Background: an optimization exercise with open tools, aiming at small area, a short achievable clock period and few clock cycles. Do not read the settings as production practice.
In this exercise RTL edits were held to simulation tests only and were not proved equivalent to the original.
Power is estimated from default activity; no workload was simulated.

## try-onyx
// nibbler_enc
module nibbler_enc (
    input  wire        clk,
    input  wire        rst,         
    input  wire        start,
    input  wire [13:0] len,         
    output wire [12:0] in_addr,
    input  wire [7:0]  in_data,
    output reg         out_we,
    output reg  [13:0] out_addr,
    output reg  [7:0]  out_data,
    output wire        busy,
    output reg         done,
    output wire [13:0] written      
);
    reg        busy_r;     
    reg        s_lit;      
    reg        s_run;      
    reg        s_end;      
    reg        act;        
    reg [1:0]  kc;         
    reg        rq;         
    reg        rqk;        
    reg [13:0] ra;         
    reg [13:0] lim;        
    reg        zl;         
    reg        rok;        
    reg [2:0]  q;          
    reg [7:0]  r0, r1, r2;
    reg        e01, e12, e23;    
    reg        mv0;              
    reg        rsa;              
    reg        lead_ok;          
    reg        run_ok;           
    reg [13:0] c;          
    reg [1:0]  lph;        
    reg        fm1;        
    reg        f63;        
    reg [1:0]  lm;         
    reg        lead;       
    reg [1:0]  mark;
    reg [13:0] wp;         
    reg [13:0] ocur0;      
    reg        slot_v;
    reg [13:0] slot_pos;
    reg [3:0]  slot_hi;
    reg        pv;         
    reg [13:0] paddr;
    reg [7:0]  pdata;
    reg        eph;        
    assign busy    = busy_r;
    assign in_addr = ra[12:0];
    assign written = wp;
    wire [3:0] n0 = (lm == 2'd0) ? {1'b0, c[2:0]} :
                    (lm == 2'd1) ? {2'b10, c[5:4]} : {3'b110, c[12]};
    wire [3:0] n1 = (lm == 2'd1) ? c[3:0] : c[11:8];
    wire [3:0] n2 = c[7:4];
    wire [3:0] n3 = c[3:0];
    wire [1:0] nb = (lm == 2'd2) ? 2'd2 : (lm == 2'd1) ? 2'd1 : {1'b0, ~slot_v};
    wire ce         = ~rok & (q == 3'd5);             
    wire in_lit     = act & s_lit;
    wire in_run     = act & s_run;
    wire first_cyc  = lead & kc[1];                   
    wire lit_pre_ld = in_lit & ~lph[1];               
    wire lit_first  = in_lit & lph[1] & ~lph[0];      
    wire lead_hit   = lit_first & lead & lead_ok;
    wire lit_steady = in_lit & lph[1] & lph[0];
    wire lit_endc   = lit_steady & ce;
    wire lit_endr   = lit_steady & ~ce & rsa;
    wire lit_go     = lit_steady & ~ce & ~rsa;
  ...
Size: ~1300 cells after synthesis, roughly 190 flip-flops, ~77 I/O pins, ~0.011 sq mm of cells after synthesis.
==> flow/config.mk <==
export PLATFORM = sky130hd
export DESIGN_NAME = nibbler_enc
export DESIGN_NICKNAME = nibbler_enc
export VERILOG_FILES = /design/flow/design.v
export SDC_FILE = /design/flow/constraint.sdc
export NUM_CORES = 4
export LEC_CHECK = 0
export CAP_MARGIN = 20
export CORE_MARGIN = 2
export CORE_UTILIZATION = 40
export SETUP_SLACK_MARGIN = 2.8
export SLEW_MARGIN = 20
==> flow/constraint.sdc <==
create_clock -name core_clock -period 5.0 [get_ports {clk}]
set_input_delay 1.0000 -clock core_clock [delete_from_list [all_inputs] [get_ports {clk}]]
set_output_delay 1.0000 -clock core_clock [all_outputs]
set_load 0.01 [all_outputs]
standard.sh (not shown) runs the stock make flow with config.mk's settings and CLKGATE_MAP_FILE= SYNTH_SCRIPT=/design/flow/synth_recipe.tcl, a recipe that flattens the netlist after the stock synthesis.
==> flow/flow/run.sh <==
#!/bin/bash
# The standard layout (standard.sh), except that the input and output
# port buffers are plain buffers (buf_2) instead of the default delay-buffer
# cell, and the resizer may swap a cell for one of another footprint. Every
# port still gets its own buffer. make's full output goes to make.log here;
# ORFS keeps each step's own log under orfs/logs.
set -euo pipefail
bash standard.sh "BUFFER_PORTS_ARGS=-buffer_cell sky130_fd_sc_hd__buf_2" MATCH_CELL_FOOTPRINT=0 finish > make.log 2>&1
Having completed the whole flow, try-onyx delivered a layout that passed the timing, design-rule and antenna checks.
Testbench counts of try-onyx, summed over its fixed seeds: cycles 457,115.
Setup changes, try-onyx to try-maple
==> flow/flow/run.sh <==
#!/bin/bash
# The standard layout (standard.sh), except that the input and output
# port buffers are plain buffers (buf_2) instead of the default delay-buffer
# cell, so the resizer can size them like the other buffers. Every port still
# gets its own buffer. make's full output goes to make.log here; ORFS keeps
# each step's own log under orfs/logs.
set -euo pipefail
bash standard.sh "BUFFER_PORTS_ARGS=-buffer_cell sky130_fd_sc_hd__buf_2" finish > make.log 2>&1
diff --git a/flow/config.mk b/flow/config.mk
--- a/flow/config.mk
+++ b/flow/config.mk
@@ -6,7 +6,8 @@
 export NUM_CORES = 4
 export LEC_CHECK = 0
+export ABC_AREA = 1
 export CAP_MARGIN = 20
 export CORE_MARGIN = 2
 export CORE_UTILIZATION = 40
-export SETUP_SLACK_MARGIN = 2.8
+export SETUP_SLACK_MARGIN = 2.5
 export SLEW_MARGIN = 20
Results
- Going from try-onyx to try-maple, height of the die grew by a few percent.
- Compared with try-onyx, in try-maple worst-case headroom to the max-slew limit has decreased; measured slew at the worst slew-check pin increased by 0.0049 ns relative to the old numbers; design area has increased; time the final worst path needs with I/O delays and setup increased by 0.24 ns relative to the old numbers.
- try-maple gives more total routing resource utilization after global routing than try-onyx did.
- Run comparison: try-maple timing endpoint of the critical path written[3]; try-onyx timing endpoint of the critical path out_data[4]$_DFF_P_
- Going from try-onyx to try-maple, the die area was enlarged.
- try-maple vs try-onyx, via count of the first global-routing pass went up by 1533.
- When try-maple is measured against try-onyx, its total of cells resized after clock tree synthesis turns out 46 lower.
- Post-route worst setup slack: try-maple worse than try-onyx
Edits applied to the flow inputs when going from try-maple to try-yarrow:
diff --git a/flow/config.mk b/flow/config.mk
--- a/flow/config.mk
+++ b/flow/config.mk
@@ -6,8 +6,7 @@
 export NUM_CORES = 4
 export LEC_CHECK = 0
-export ABC_AREA = 1
 export CAP_MARGIN = 20
 export CORE_MARGIN = 2
 export CORE_UTILIZATION = 40
-export SETUP_SLACK_MARGIN = 2.5
+export SETUP_SLACK_MARGIN = 2.8
 export SLEW_MARGIN = 20
Notes after the runs:
- Complex-gate fraction of the synthesized area came out lower on try-yarrow than on try-maple.
- Final design instance area without fill sits lower in try-yarrow than in try-maple.
- The power share of the combinational group of try-yarrow is lower than that of try-maple.
- Against try-maple as the reference, try-yarrow delivers a higher headroom to the max-slew limit.
- Comparing the two runs side by side, try-yarrow comes out ahead of try-maple on worst voltage drop across the vdd grid.
- try-maple → try-yarrow: post-layout worst setup margin went up; number of fill cells in the layout down about 10%; total number of placement rows went down about 1.6%.
- Comparing try-maple and try-yarrow, share of the clock period used by the worst path is higher on try-maple.
- Compared with try-maple, try-yarrow shows a lower total cell area at the placement stage.

-- port drivers added, routing unchanged --
In the flow no input, the clock included, has a driving cell. The finished layouts below were timed again as built, in two steps.
Step 1 assumes that a clkbuf_16 drives the clock port and a buf_2 every other input.
Step 2 moves the port delays by t, midway between the first and last clock arrival at a register: inputs arrive t later, outputs are due t later. That takes back most of the time a late clock gives input paths.
Three values: ideal, step 1, step 2; two values: the first two.
run | t, ns | setup slack, ns | hold slack, ns | worst register clock-pin slew, ns
try-onyx | 0.490 | 2.816 / 2.779 / 2.527 | 0.332 / 0.332 / 0.332 | 0.09 / 0.09
try-maple | 0.504 | 2.578 / 2.525 / 2.274 | 0.332 / 0.332 / 0.332 | 0.09 / 0.09
try-yarrow | 0.489 | 2.826 / 2.782 / 2.529 | 0.331 / 0.331 / 0.331 | 0.09 / 0.09
After both steps every run listed still meets setup and hold. For try-maple, which loses most, drivers alone change the setup slack by -0.053 ns; drivers and shift together by -0.304 ns.
